Context: an optimization exercise on an open-source flow, tuned for small area. The choices shown serve that exercise and are no tape-out recipe. Only simulation tests tie the RTL to the original design; equivalence was not proved. Power figures rest on the tool's default switching activity, not on a simulated workload.

// qspi_core
module qspi_core (
    input  wire           clk,
    input  wire           rst,
    input  wire           cs_raw,
    input  wire           clk_raw,
    input  wire [3:0]     dq_in,
    output wire [3:0]     dq_out,
    output wire           dq_oe,
    output wire           dir_out,
    input  wire [7:0]     p_valid,
    input  wire [1023:0]  p_pkt,
    input  wire [39:0]    p_bc,
    output wire [7:0]     ack,
    output wire [127:0]   pkt_out,
    output wire [4:0]     bc_out,
    output wire [3:0]     flags_out,
    output wire [7:0]     valid,
    input  wire [7:0]     p_ready,
    output wire           rx_ready
);
    reg cs_ff0, cs_ff1, cs_prev;
    reg clk_ff0, clk_ff1, clk_prev;
    always @(posedge clk) begin
        if (rst) begin
            cs_ff0   <= 1'b1;
            cs_ff1   <= 1'b1;
            cs_prev  <= 1'b1;
            clk_ff0  <= 1'b0;
            clk_ff1  <= 1'b0;
            clk_prev <= 1'b0;
        end else begin
            cs_ff0   <= cs_raw;
            cs_ff1   <= cs_ff0;
            cs_prev  <= cs_ff1;
            clk_ff0  <= clk_raw;
            clk_ff1  <= clk_ff0;
            clk_prev <= clk_ff1;
        end
    end
    wire cs_s     = cs_ff1;
    wire cs_fall  =  cs_prev & ~cs_ff1;
    wire cs_rise  = ~cs_prev &  cs_ff1;
    wire clk_rise = ~clk_prev &  clk_ff1;
    wire clk_fall =  clk_prev & ~clk_ff1;
    reg [5:0] rx_cnt;
    always @(posedge clk) begin
        if (rst | cs_s)
            rx_cnt <= 6'd0;
        else if (clk_rise)
            rx_cnt <= rx_cnt + 1'b1;
    end
    assign rx_ready = (rx_cnt == 6'd32);
    localparam [3:0] S_START  = 4'd0,
                     S_IDLE   = 4'd1,
                     S_OK     = 4'd2,
                     S_WSD1   = 4'd3,
                     S_WSD2   = 4'd4,
                     S_RECV   = 4'd5,
                     S_HSH    = 4'd6,
                     S_WTXN   = 4'd7,
                     S_SEVT   = 4'd8,
                     S_SNEVT  = 4'd9,
                     S_PEVT   = 4'd10,
  ...
Size in the first run: roughly 280 flip-flops.
==> flow/config.mk <==
export PLATFORM = sky130hd
export DESIGN_NAME = qspi_core
export DESIGN_NICKNAME = qspi_core
export VERILOG_FILES = /design/flow/design.v
export SDC_FILE = /design/flow/constraint.sdc
export NUM_CORES = 4
export LEC_CHECK = 0
export CAP_MARGIN = 20
export CORE_AREA = 10 10 430 430
export DIE_AREA = 0 0 440 440
export SLEW_MARGIN = 20
export SYNTH_HIERARCHICAL = 1
export SYNTH_MINIMUM_KEEP_SIZE = 0
==> flow/constraint.sdc <==
create_clock -name core_clock -period 5.0 [get_ports {clk}]
set_input_delay 1.0000 -clock core_clock [delete_from_list [all_inputs] [get_ports {clk}]]
set_output_delay 1.0000 -clock core_clock [all_outputs]
set_load 0.01 [all_outputs]
standard.sh (not shown) runs the stock make flow with config.mk's settings and CLKGATE_MAP_FILE= SYNTH_SCRIPT=/design/flow/synth_recipe.tcl, a recipe that flattens the netlist after the stock synthesis.
==> flow/flow/run.sh <==
#!/bin/bash
# Layout flow: the standard ORFS flow, with the port buffers made of
# the smallest buffer cell instead of the resizer's default choice.
set -euo pipefail
export BUFFER_PORTS_ARGS="-buffer_cell sky130_fd_sc_hd__buf_1"
bash standard.sh finish > standard_flow.log 2>&1
Next try:
- CAP_MARGIN: 20 -> 10
- CTS_BUF_LIST: unset -> sky130_fd_sc_hd__clkbuf_4
- SLEW_MARGIN: 20 -> 10
Outcome:
- power goes down by 4.4%
- die area is unchanged
- maximum frequency decreases by 4.3%
- utilization came out higher by 0.55 points

## the reference run
Another version of the RTL of qspi_core (not shown whole).
Size in the first run: roughly 1300 cells after synthesis, ~1200 I/O pins.
// qspi_core
module qspi_core (
    input  wire           clk,
    input  wire           rst,
    input  wire           cs_raw,
    input  wire           clk_raw,
    input  wire [3:0]     dq_in,
    output wire [3:0]     dq_out,
    output wire           dq_oe,
    output wire           dir_out,
    input  wire [7:0]     p_valid,
    input  wire [1023:0]  p_pkt,
    input  wire [39:0]    p_bc,
    output wire [7:0]     ack,
    output wire [127:0]   pkt_out,
    output wire [4:0]     bc_out,
    output wire [3:0]     flags_out,
    output wire [7:0]     valid,
    input  wire [7:0]     p_ready,
    output wire           rx_ready
);
clock: 5.0 ns
lec_check: 0
cap_margin: 20
core_area: 6 6 354 354
die_area: 0 0 360 360
slew_margin: 20
synth_hierarchical: 1
synth_minimum_keep_size: 0
==> flow/flow/run.sh <==
#!/bin/bash
# Layout flow: the standard ORFS flow with changes that only save cell
# area:
#  - the port buffers are the smallest buffer cell (one per port, as the
#    standard flow places them),
#  - clock tree synthesis uses clkbuf_8 with tighter sink clusters and no
#    dummy loads,
#  - after global routing, gates off the critical paths are downsized.
set -euo pipefail
export BUFFER_PORTS_ARGS="-buffer_cell sky130_fd_sc_hd__buf_1"
export CTS_ARGS="-sink_clustering_enable -repair_clock_nets -dont_use_dummy_load -sink_clustering_size 15 -sink_clustering_max_diameter 80 -buf_list sky130_fd_sc_hd__clkbuf_8"
export RECOVER_POWER=100
bash standard.sh finish > standard_flow.log 2>&1
The reference run: flow complete, layout not clean; failing: capacitance limit, slew limit
Inputs modified between the reference run and the trial run:
Settings: CORE_AREA: 6 6 354 354 -> 70 70 290 290.
--- a/flow/flow/run.sh
+++ b/flow/flow/run.sh
@@ -7,2 +7 @@
-#    dummy loads,
-#  - after global routing, gates off the critical paths are downsized.
+#    dummy loads.
@@ -12 +10,0 @@
-export RECOVER_POWER=100
Sort the reference run and the trial run by number of non-clock buffers asc -> top: the trial run. The trial run closes out successfully: all stages finished, all timing, DRC and antenna checks passed. Sort the reference run and the trial run by largest net degree at the start of global routing, ascending, and the trial run comes first. [compare] base=the reference run new=the trial run: final area has decreased; minimum setup slack in the final design increased by 250 ps relative to the old numbers; number of logic stages on the critical path including buffering rose by 4; portion of the clock cycle consumed by the worst path in the final layout went down. The trial run against the reference run: clock tree buffer count of the final layout now smaller; fraction of area in multi-input gates now larger; site row count now smaller; inserted tap cell count now smaller; wire length per cell after detailed routing now larger.

-- re-timing with driven ports --
In the flow no input, the clock included, has a driving cell. The finished layouts below were timed again as built, in two steps. Step 1: set_driving_cell puts a clkbuf_16 on clk and a buf_2 on each other input, an assumption about the parent block. Step 2 moves the port delays by t, midway between the first and last clock arrival at a register: inputs arrive t later, outputs are due t later. That takes back most of the time a late clock gives input paths. Slacks: ideal / step 1 / step 2; pairs: ideal / step 1.
| run | t, ns | setup WS [ns] | worst hold slack (ns) | worst setup path at the end | worst register clock-pin slew, ns |
|---|---|---|---|---|---|
| the first run of note 1 | 0.732 | 0.577 / 0.489 / 1.222 | 0.416 / 0.416 / 0.416 | register to output | 0.07 / 0.07 |
| the second run of note 1 | 1.111 | 0.377 / 0.286 / 0.522 | 0.205 / 0.149 / 0.420 | register to register | 0.09 / 0.09 |
| the reference run | 0.757 | 0.320 / 0.320 / -0.076 | 0.423 / 0.423 / 0.423 | input to register | 0.11 / 0.11 |
| the trial run | 0.641 | 0.567 / 0.506 / 1.147 | 0.411 / 0.411 / 0.411 | register to output | 0.11 / 0.11 |
For the reference run, which loses most, drivers alone change the setup slack by 0.000 ns; drivers and shift together by -0.396 ns.
